What follows belongs to an exercise in optimizing a design on an open flow for small area, a short achievable clock period and few clock cycles per item; a production flow would make more cautious choices. Where RTL was checked, it was by simulation tests only, not by an equivalence proof against the original. Power figures rest on the tool's default switching activity, not on a simulated workload.

==> trial 95 <==
==> flow/design.v <==
module rm_encoder (
    input  wire       clk,
    input  wire       rst,
    input  wire       in_valid,
    input  wire [7:0] in_data,
    input  wire       in_eos,
    output wire       in_ready,
    output wire       out_valid,
    output wire [7:0] out_data,
    output wire       out_last,
    input  wire       out_ready
);
    localparam [2:0] R_IDLE  = 3'd0,
                     R_COUNT = 3'd1,
                     R_ENTRY = 3'd2,
                     R_LIT   = 3'd3,
                     R_TERM1 = 3'd4,
                     R_TERM2 = 3'd5;
    reg [7:0]  data [0:31];
    reg [31:0] big;            
    reg [31:0] first;          
    reg       rdy;             
    reg [4:0] w;               
    reg       wfull;           
    reg       pend;            
    reg [7:0] cop;             
    reg [2:0] ncand;           
    reg [1:0] term_cnt;        
    reg [2:0] rs;
    reg [4:0] r;               
    reg [2:0] b;               
    reg       parity;          
    reg       ov, sv;
    reg [7:0] od, sd;
    reg       ol, sl;
    integer q;
    reg [31:0] eq;
    always @(*)
        for (q = 0; q < 32; q = q + 1)
            eq[q] = (data[q] == cop);
    wire [4:0] pend_pos = w - 5'd1;
    reg  [31:0] peq;           
    always @(*)
        for (q = 0; q < 32; q = q + 1)
            peq[q] = eq[q] & (q < pend_pos);
    function [5:0] th4;
        input [3:0] v;
        begin
            th4[0] = |v;
            th4[1] = (v[0] & v[1]) | (v[0] & v[2]) | (v[0] & v[3]) |
                     (v[1] & v[2]) | (v[1] & v[3]) | (v[2] & v[3]);
            th4[2] = (v[0] & v[1] & v[2]) | (v[0] & v[1] & v[3]) |
                     (v[0] & v[2] & v[3]) | (v[1] & v[2] & v[3]);
            th4[3] = &v;
            th4[5:4] = 2'b00;
        end
    endfunction
    function [5:0] thadd;
        input [5:0] a;
        input [5:0] c;
        reg [6:0] x, y;
        integer i, k;
        begin
            x = {a, 1'b1};
            y = {c, 1'b1};
            for (k = 1; k <= 6; k = k + 1) begin
                thadd[k-1] = 1'b0;
                for (i = 0; i <= k; i = i + 1)
                    thadd[k-1] = thadd[k-1] | (x[i] & y[k-i]);
            end
        end
    endfunction
    wire [5:0] t8_0 = thadd(th4(peq[3:0]),   th4(peq[7:4]));
    wire [5:0] t8_1 = thadd(th4(peq[11:8]),  th4(peq[15:12]));
    wire [5:0] t8_2 = thadd(th4(peq[19:16]), th4(peq[23:20]));
    wire [5:0] t8_3 = thadd(th4(peq[27:24]), th4(peq[31:28]));
    wire [5:0] tsum = thadd(thadd(t8_0, t8_1), thadd(t8_2, t8_3));
    wire       new_big   = tsum[4];                 
    wire       new_cand  = tsum[4] & ~tsum[5];      
    wire       new_first = ~|peq;
    wire [31:0] cand = first & big;
    wire [31:0] pf0 = {cand[30:0], 1'b0};
    wire [31:0] pf1 = pf0 | {pf0[30:0], 1'b0};
    wire [31:0] pf2 = pf1 | {pf1[29:0], 2'b0};
    wire [31:0] pf3 = pf2 | {pf2[27:0], 4'b0};
    wire [31:0] pf4 = pf3 | {pf3[23:0], 8'b0};
    wire [31:0] below = pf4 | {pf4[15:0], 16'b0};
    wire [31:0] sel = cand & ~below;
    wire        more = |cand;    
    reg [31:0] rdec;
    always @(*)
        for (q = 0; q < 32; q = q + 1)
            rdec[q] = (r == q);
    wire [31:0] msel = (rs == R_ENTRY) ? sel : rdec;
    reg [7:0] mux_val;
    always @(*) begin
        mux_val = 8'd0;
        for (q = 0; q < 32; q = q + 1)
            mux_val = mux_val | (msel[q] ? data[q] : 8'd0);
    end
    wire lit_here = ~|(rdec & big);
    wire [2:0] ncand_inc = ncand + 3'd1;
    reg       nv;
    reg [7:0] nd;
    reg       nl;
    always @(*) begin
        nv = 1'b0;
        nd = 8'h00;
        nl = 1'b0;
        case (rs)
            R_COUNT: begin nv = 1'b1; nd = {5'd0, ncand}; end
            R_ENTRY: begin
                nv = 1'b1;
                case (b)
                    3'd0:    nd = mux_val;
                    3'd1:    nd = {eq[0], eq[1], eq[2], eq[3], eq[4], eq[5], eq[6], eq[7]};
                    3'd2:    nd = {eq[8], eq[9], eq[10], eq[11], eq[12], eq[13], eq[14], eq[15]};
                    3'd3:    nd = {eq[16], eq[17], eq[18], eq[19], eq[20], eq[21], eq[22], eq[23]};
                    default: nd = {eq[24], eq[25], eq[26], eq[27], eq[28], eq[29], eq[30], eq[31]};
                endcase
            end
            R_LIT:   begin nv = lit_here; nd = mux_val; end
            R_TERM1: begin nv = 1'b1; nd = 8'hFF; nl = ~parity; end
            R_TERM2: begin nv = 1'b1; nd = 8'hFF; nl = 1'b1; end
            default: ;
        endcase
    end
    wire produce = ~sv;                
    wire adv     = produce | ~nv;      
    assign in_ready = rdy;
    wire in_fire  = in_valid && rdy;
    wire wr_byte  = in_fire && !in_eos;
    wire eos_fire = in_fire && in_eos;
    wire fill     = wr_byte && (w == 5'd31);    
    wire tdone = produce && ((rs == R_TERM1 && !parity) || rs == R_TERM2);
    wire [1:0] terms_left = term_cnt - {1'b0, tdone};
    wire [2:0] next_job = (terms_left != 2'd0) ? R_TERM1 :
                          wfull                ? R_COUNT : R_IDLE;
    wire last_entry = (rs == R_ENTRY) && produce && (b == 3'd4) && !more;
    reg [2:0] rs_n;
    reg [4:0] r_n;
    always @(*) begin
        rs_n = rs;
        r_n  = r;
        case (rs)
            R_IDLE:  rs_n = next_job;
            R_COUNT: if (produce) begin
                r_n  = 5'd0;
                rs_n = (ncand == 3'd0) ? R_LIT : R_ENTRY;
            end
            R_ENTRY: if (last_entry)
                rs_n = R_LIT;
            R_LIT: if (adv) begin
                r_n = r + 5'd1;
                if (r == 5'd31)
                    rs_n = next_job;
            end
            R_TERM1: if (produce)
                rs_n = parity ? R_TERM2 : next_job;
            R_TERM2: if (produce)
                rs_n = next_job;
            default: rs_n = R_IDLE;
        endcase
    end
    wire       take       = (rs_n == R_COUNT) && (rs != R_COUNT);
    wire [4:0] w_n        = eos_fire ? 5'd0 : wr_byte ? w + 5'd1 : w;
    wire [1:0] term_cnt_n = term_cnt + {1'b0, eos_fire} - {1'b0, tdone};
    wire       sv_n       = ov && !out_ready && (sv || nv);
    wire last_lit = (rs == R_LIT) && adv && (r == 5'd31);
    wire rdy_n = !fill && !wfull && !term_cnt[1] &&
                 ((rs == R_IDLE) || (rs == R_TERM1) || (rs == R_TERM2) || last_lit ||
                  ((rs == R_LIT) && ((w_n != r_n) || !sv_n)) ||
                  (last_entry && !sv_n));
    assign out_valid = ov;
    assign out_data  = od;
    assign out_last  = ol;
    integer p;
    always @(posedge clk) begin
        for (p = 0; p < 32; p = p + 1)
            if (rdy && w == p)
                data[p] <= in_data;
    end
    always @(posedge clk) begin
        for (p = 0; p < 32; p = p + 1) begin
            if (pend && pend_pos == p) begin
                big[p]   <= new_big;
                first[p] <= new_first;
            end else begin
                if (pend && peq[p] && new_cand)
                    big[p] <= 1'b1;
                if (rs == R_ENTRY && b == 3'd0 && produce && sel[p])
                    first[p] <= 1'b0;
            end
        end
    end
    always @(posedge clk) begin
        if (rst) begin
            rdy      <= 1'b0;
            w        <= 5'd0;
            wfull    <= 1'b0;
            pend     <= 1'b0;
            cop      <= 8'd0;
            ncand    <= 3'd0;
            term_cnt <= 2'd0;
            rs       <= R_IDLE;
            r        <= 5'd0;
            b        <= 3'd0;
            parity   <= 1'b0;
            ov       <= 1'b0;
            od       <= 8'd0;
            ol       <= 1'b0;
            sv       <= 1'b0;
            sd       <= 8'd0;
            sl       <= 1'b0;
        end else begin
            rdy      <= rdy_n;
            w        <= w_n;
            wfull    <= (wfull || fill) && !take;
            term_cnt <= term_cnt_n;
            rs       <= rs_n;
            r        <= r_n;
            pend <= wr_byte;
            if (wr_byte)
                cop <= in_data;
            if (pend) begin
                if (pend_pos == 5'd0)
                    ncand <= 3'd0;
                else if (new_cand)
                    ncand <= ncand_inc;
            end
            if (!ov || out_ready) begin
                if (sv) begin
                    ov <= 1'b1; od <= sd; ol <= sl;
                end else begin
                    ov <= nv; od <= nd; ol <= nl;
                end
            end else if (produce && nv) begin
                sd <= nd; sl <= nl;
            end
            sv <= sv_n;
            if (produce && nv)
                parity <= ~parity;
            if ((rs == R_TERM1 || rs == R_TERM2) && tdone)
                parity <= 1'b0;
            if (rs == R_COUNT && produce)
                b <= 3'd0;
            if (rs == R_ENTRY && produce) begin
                if (b == 3'd0)
                    cop <= mux_val;
                b <= (b == 3'd4) ? 3'd0 : b + 3'd1;
            end
        end
    end
endmodule
==> flow/run.sh <==
#!/bin/bash
# synth_recipe.tcl (not shown) runs the flow's synth.tcl, then flattens the netlist and writes it again
# the make line also repeats each setting of config.mk as NAME=value (left out here)
make -C /OpenROAD-flow-scripts/flow DESIGN_CONFIG=/design/flow/config.mk WORK_HOME=/design/flow/orfs CLKGATE_MAP_FILE= SYNTH_SCRIPT=/design/flow/synth_recipe.tcl finish
==> flow/config.mk <==
export PLATFORM = sky130hd
export DESIGN_NAME = rm_encoder
export DESIGN_NICKNAME = rm_encoder
export VERILOG_FILES = /design/flow/design.v
export SDC_FILE = /design/flow/constraint.sdc
export NUM_CORES = 4
export LEC_CHECK = 0
export CAP_MARGIN = 20
export CORE_MARGIN = 2
export CORE_UTILIZATION = 40
export SLEW_MARGIN = 20
==> flow/constraint.sdc <==
create_clock -name core_clock -period 11.0 [get_ports {clk}]
set_input_delay 2.2000 -clock core_clock [delete_from_list [all_inputs] [get_ports {clk}]]
set_output_delay 2.2000 -clock core_clock [all_outputs]
set_load 0.01 [all_outputs]
==> build 15 (differences from trial 95) <==
--- a/flow/design.v
+++ b/flow/design.v
@@ -24,4 +24,5 @@
     reg       wfull;           
     reg       pend;            
+    reg [4:0] pend_pos;
     reg [7:0] cop;             
     reg [2:0] ncand;           
@@ -39,5 +40,4 @@
         for (q = 0; q < 32; q = q + 1)
             eq[q] = (data[q] == cop);
-    wire [4:0] pend_pos = w - 5'd1;
     reg  [31:0] peq;           
     always @(*)
@@ -200,4 +200,5 @@
             wfull    <= 1'b0;
             pend     <= 1'b0;
+            pend_pos <= 5'd0;
             cop      <= 8'd0;
             ncand    <= 3'd0;
@@ -221,6 +222,8 @@
             r        <= r_n;
             pend <= wr_byte;
-            if (wr_byte)
-                cop <= in_data;
+            if (wr_byte) begin
+                pend_pos <= w;
+                cop      <= in_data;
+            end
             if (pend) begin
                 if (pend_pos == 5'd0)
==> flow/flow/run.sh (new file) <==
#!/bin/bash
bash standard.sh SETUP_SLACK_MARGIN=7 finish > standard.log 2>&1
==> flow/standard.sh (new file) <==
#!/bin/bash
# synth_recipe.tcl (not shown) runs the flow's synth.tcl, then flattens the netlist and writes it again
# the make line also repeats each setting of config.mk as NAME=value (left out here)
make -C /OpenROAD-flow-scripts/flow DESIGN_CONFIG=/design/flow/config.mk WORK_HOME=/design/flow/orfs CLKGATE_MAP_FILE= SYNTH_SCRIPT=/design/flow/synth_recipe.tcl "${@:-finish}"
--- a/flow/config.mk
+++ b/flow/config.mk
@@ -8,4 +8,5 @@
 export CAP_MARGIN = 20
 export CORE_MARGIN = 2
-export CORE_UTILIZATION = 40
+export CORE_UTILIZATION = 65
+export CTS_BUF_LIST = sky130_fd_sc_hd__clkbuf_8
 export SLEW_MARGIN = 20
removed: flow/run.sh
==> build 20 (differences from trial 95) <==
--- a/flow/design.v
+++ b/flow/design.v
@@ -24,4 +24,5 @@
     reg       wfull;           
     reg       pend;            
+    reg [4:0] pend_pos;
     reg [7:0] cop;             
     reg [2:0] ncand;           
@@ -39,5 +40,4 @@
         for (q = 0; q < 32; q = q + 1)
             eq[q] = (data[q] == cop);
-    wire [4:0] pend_pos = w - 5'd1;
     reg  [31:0] peq;           
     always @(*)
@@ -200,4 +200,5 @@
             wfull    <= 1'b0;
             pend     <= 1'b0;
+            pend_pos <= 5'd0;
             cop      <= 8'd0;
             ncand    <= 3'd0;
@@ -221,6 +222,8 @@
             r        <= r_n;
             pend <= wr_byte;
-            if (wr_byte)
-                cop <= in_data;
+            if (wr_byte) begin
+                pend_pos <= w;
+                cop      <= in_data;
+            end
             if (pend) begin
                 if (pend_pos == 5'd0)
==> flow/flow/run.sh (new file) <==
#!/bin/bash
bash standard.sh SETUP_SLACK_MARGIN=6.5 finish > standard.log 2>&1
==> flow/standard.sh (new file) <==
#!/bin/bash
# synth_recipe.tcl (not shown) runs the flow's synth.tcl, then flattens the netlist and writes it again
# the make line also repeats each setting of config.mk as NAME=value (left out here)
make -C /OpenROAD-flow-scripts/flow DESIGN_CONFIG=/design/flow/config.mk WORK_HOME=/design/flow/orfs CLKGATE_MAP_FILE= SYNTH_SCRIPT=/design/flow/synth_recipe.tcl "${@:-finish}"
--- a/flow/config.mk
+++ b/flow/config.mk
@@ -8,4 +8,5 @@
 export CAP_MARGIN = 20
 export CORE_MARGIN = 2
-export CORE_UTILIZATION = 40
+export CORE_UTILIZATION = 55
+export CTS_BUF_LIST = sky130_fd_sc_hd__clkbuf_8
 export SLEW_MARGIN = 20
removed: flow/run.sh
==> build 83 (differences from trial 95) <==
--- a/flow/design.v
+++ b/flow/design.v
@@ -20,14 +20,21 @@
     reg [31:0] big;            
     reg [31:0] first;          
-    reg       rdy;             
-    reg [4:0] w;               
-    reg       wfull;           
-    reg       pend;            
-    reg [7:0] cop;             
-    reg [2:0] ncand;           
-    reg [1:0] term_cnt;        
+    reg        rdy;            
+    reg [4:0]  w;              
+    reg        wfull;          
+    reg        pend;           
+    reg [4:0]  pend_pos;
+    reg [7:0]  cop;            
+    reg        pend2;          
+    reg [4:0]  pos2;
+    reg [31:0] peq2;           
+    reg [2:0]  ncand;          
+    reg [1:0]  term_cnt;       
     reg [2:0] rs;
     reg [4:0] r;               
     reg [2:0] b;               
+    reg [7:0] cval;            
+    reg [7:0] lval;            
+    reg       llit;            
     reg       parity;          
     reg       ov, sv;
@@ -39,6 +46,5 @@
         for (q = 0; q < 32; q = q + 1)
             eq[q] = (data[q] == cop);
-    wire [4:0] pend_pos = w - 5'd1;
-    reg  [31:0] peq;           
+    reg  [31:0] peq;
     always @(*)
         for (q = 0; q < 32; q = q + 1)
@@ -71,12 +77,12 @@
         end
     endfunction
-    wire [5:0] t8_0 = thadd(th4(peq[3:0]),   th4(peq[7:4]));
-    wire [5:0] t8_1 = thadd(th4(peq[11:8]),  th4(peq[15:12]));
-    wire [5:0] t8_2 = thadd(th4(peq[19:16]), th4(peq[23:20]));
-    wire [5:0] t8_3 = thadd(th4(peq[27:24]), th4(peq[31:28]));
+    wire [5:0] t8_0 = thadd(th4(peq2[3:0]),   th4(peq2[7:4]));
+    wire [5:0] t8_1 = thadd(th4(peq2[11:8]),  th4(peq2[15:12]));
+    wire [5:0] t8_2 = thadd(th4(peq2[19:16]), th4(peq2[23:20]));
+    wire [5:0] t8_3 = thadd(th4(peq2[27:24]), th4(peq2[31:28]));
     wire [5:0] tsum = thadd(thadd(t8_0, t8_1), thadd(t8_2, t8_3));
     wire       new_big   = tsum[4];                 
     wire       new_cand  = tsum[4] & ~tsum[5];      
-    wire       new_first = ~|peq;
+    wire       new_first = ~|peq2;
     wire [31:0] cand = first & big;
     wire [31:0] pf0 = {cand[30:0], 1'b0};
@@ -88,9 +94,10 @@
     wire [31:0] sel = cand & ~below;
     wire        more = |cand;    
-    reg [31:0] rdec;
+    reg [31:0] rnext;          
     always @(*)
         for (q = 0; q < 32; q = q + 1)
-            rdec[q] = (r == q);
-    wire [31:0] msel = (rs == R_ENTRY) ? sel : rdec;
+            rnext[q] = (r == ((q + 31) % 32));
+    wire use_sel = ((rs == R_COUNT) && (ncand != 3'd0)) || ((rs == R_ENTRY) && more);
+    wire [31:0] msel = use_sel ? sel : (rs == R_LIT) ? rnext : 32'd1;
     reg [7:0] mux_val;
     always @(*) begin
@@ -99,5 +106,5 @@
             mux_val = mux_val | (msel[q] ? data[q] : 8'd0);
     end
-    wire lit_here = ~|(rdec & big);
+    wire lit_next = ~|(((rs == R_LIT) ? rnext : 32'd1) & big);
     wire [2:0] ncand_inc = ncand + 3'd1;
     reg       nv;
@@ -113,5 +120,5 @@
                 nv = 1'b1;
                 case (b)
-                    3'd0:    nd = mux_val;
+                    3'd0:    nd = cval;
                     3'd1:    nd = {eq[0], eq[1], eq[2], eq[3], eq[4], eq[5], eq[6], eq[7]};
                     3'd2:    nd = {eq[8], eq[9], eq[10], eq[11], eq[12], eq[13], eq[14], eq[15]};
@@ -120,5 +127,5 @@
                 endcase
             end
-            R_LIT:   begin nv = lit_here; nd = mux_val; end
+            R_LIT:   begin nv = llit; nd = lval; end
             R_TERM1: begin nv = 1'b1; nd = 8'hFF; nl = ~parity; end
             R_TERM2: begin nv = 1'b1; nd = 8'hFF; nl = 1'b1; end
@@ -136,5 +143,5 @@
     wire [1:0] terms_left = term_cnt - {1'b0, tdone};
     wire [2:0] next_job = (terms_left != 2'd0) ? R_TERM1 :
-                          wfull                ? R_COUNT : R_IDLE;
+                          (wfull && !pend)     ? R_COUNT : R_IDLE;
     wire last_entry = (rs == R_ENTRY) && produce && (b == 3'd4) && !more;
     reg [2:0] rs_n;
@@ -183,9 +190,9 @@
     always @(posedge clk) begin
         for (p = 0; p < 32; p = p + 1) begin
-            if (pend && pend_pos == p) begin
+            if (pend2 && pos2 == p) begin
                 big[p]   <= new_big;
                 first[p] <= new_first;
             end else begin
-                if (pend && peq[p] && new_cand)
+                if (pend2 && peq2[p] && new_cand)
                     big[p] <= 1'b1;
                 if (rs == R_ENTRY && b == 3'd0 && produce && sel[p])
@@ -200,17 +207,10 @@
             wfull    <= 1'b0;
             pend     <= 1'b0;
-            cop      <= 8'd0;
-            ncand    <= 3'd0;
+            pend2    <= 1'b0;
             term_cnt <= 2'd0;
             rs       <= R_IDLE;
-            r        <= 5'd0;
-            b        <= 3'd0;
             parity   <= 1'b0;
             ov       <= 1'b0;
-            od       <= 8'd0;
-            ol       <= 1'b0;
             sv       <= 1'b0;
-            sd       <= 8'd0;
-            sl       <= 1'b0;
         end else begin
             rdy      <= rdy_n;
@@ -219,23 +219,8 @@
             term_cnt <= term_cnt_n;
             rs       <= rs_n;
-            r        <= r_n;
-            pend <= wr_byte;
-            if (wr_byte)
-                cop <= in_data;
-            if (pend) begin
-                if (pend_pos == 5'd0)
-                    ncand <= 3'd0;
-                else if (new_cand)
-                    ncand <= ncand_inc;
-            end
-            if (!ov || out_ready) begin
-                if (sv) begin
-                    ov <= 1'b1; od <= sd; ol <= sl;
-                end else begin
-                    ov <= nv; od <= nd; ol <= nl;
-                end
-            end else if (produce && nv) begin
-                sd <= nd; sl <= nl;
-            end
+            pend     <= wr_byte;
+            pend2    <= pend;
+            if (!ov || out_ready)
+                ov <= sv || nv;
             sv <= sv_n;
             if (produce && nv)
@@ -243,11 +228,41 @@
             if ((rs == R_TERM1 || rs == R_TERM2) && tdone)
                 parity <= 1'b0;
-            if (rs == R_COUNT && produce)
-                b <= 3'd0;
-            if (rs == R_ENTRY && produce) begin
-                if (b == 3'd0)
-                    cop <= mux_val;
-                b <= (b == 3'd4) ? 3'd0 : b + 3'd1;
-            end
+        end
+    end
+    always @(posedge clk) begin
+        r    <= r_n;
+        pos2 <= pend_pos;
+        peq2 <= peq;
+        if (wr_byte) begin
+            pend_pos <= w;
+            cop      <= in_data;
+        end
+        if (pend2) begin
+            if (pos2 == 5'd0)
+                ncand <= 3'd0;
+            else if (new_cand)
+                ncand <= ncand_inc;
+        end
+        if (!ov || out_ready) begin
+            if (sv) begin
+                od <= sd; ol <= sl;
+            end else begin
+                od <= nd; ol <= nl;
+            end
+        end else if (produce && nv) begin
+            sd <= nd; sl <= nl;
+        end
+        if (use_sel)
+            cval <= mux_val;
+        if (rs != R_LIT || adv) begin
+            lval <= mux_val;
+            llit <= lit_next;
+        end
+        if (rs == R_COUNT && produce)
+            b <= 3'd0;
+        if (rs == R_ENTRY && produce) begin
+            if (b == 3'd0)
+                cop <= cval;
+            b <= (b == 3'd4) ? 3'd0 : b + 3'd1;
         end
     end
==> flow/flow/run.sh (new file) <==
#!/bin/bash
bash standard.sh SETUP_SLACK_MARGIN=7.6 MATCH_CELL_FOOTPRINT=0 finish > standard.log 2>&1
==> flow/standard.sh (new file) <==
#!/bin/bash
# synth_recipe.tcl (not shown) runs the flow's synth.tcl, then flattens the netlist and writes it again
# the make line also repeats each setting of config.mk as NAME=value (left out here)
make -C /OpenROAD-flow-scripts/flow DESIGN_CONFIG=/design/flow/config.mk WORK_HOME=/design/flow/orfs CLKGATE_MAP_FILE= SYNTH_SCRIPT=/design/flow/synth_recipe.tcl "${@:-finish}"
--- a/flow/config.mk
+++ b/flow/config.mk
@@ -8,4 +8,5 @@
 export CAP_MARGIN = 20
 export CORE_MARGIN = 2
-export CORE_UTILIZATION = 40
+export CORE_UTILIZATION = 55
+export CTS_BUF_LIST = sky130_fd_sc_hd__clkbuf_8
 export SLEW_MARGIN = 20
removed: flow/run.sh
==> comparison <==
Sequential power: build 83 is higher than build 20 (15%).
In build 20 the combinational power is smaller than in build 15, by 10%.
The highest core utilization belongs to build 15, the lowest to trial 95.
Sequential share of layout area, highest first: build 83, trial 95, build 20, build 15.
In build 15 the clock power is lower than in build 20, by about 4%.
Against build 15, the design area of trial 95 is smaller by about 7%.
In build 83 the clock skew is lower than in build 20, by 13 ps.
Total power, lowest first: build 20, build 15, trial 95, build 83.
Clock-buffer cell count: trial 95 < build 20 < build 15 < build 83.
Testbench counts of build 15, summed over its fixed seeds: cycles 40,456, bytes 29,871.
Testbench counts of build 20, summed over its fixed seeds: cycles 40,456, bytes 29,871.
Testbench counts of build 83, summed over its fixed seeds: cycles 41,344, bytes 29,871.
No functional check of the RTL was part of trial 95.

-- port drivers added, routing unchanged --
Ports are ideal in the flow. The routed layouts listed here were re-timed in OpenROAD.
Step 1 sets driving cells, clkbuf_16 on the clock port and buf_2 on the other inputs (assumed; they add their load-dependent delay and slew).
Step 2, shift: input delay + t, output delay - t, t = (earliest + latest rising clock arrival at the registers) / 2. This alone moves slack from input paths to output paths.
Three values: ideal, step 1, step 2; two values: the first two.
| run | t (ns) | setup WS [ns] | worst setup path after step 2 |
|---|---|---|---|
| trial 95 | 0.651 | 3.834 / 3.834 / 3.834 | register to register |
| build 15 | 0.734 | 6.664 / 6.664 / 6.484 | input to register |
| build 20 | 0.726 | 6.488 / 6.488 / 6.292 | input to register |
| build 83 | 0.724 | 7.444 / 7.444 / 7.086 | input to register |
After both steps every run listed still meets setup and hold. The setup slack of build 83, which loses most, moves by 0.000 ns with the drivers and by -0.358 ns with both steps.
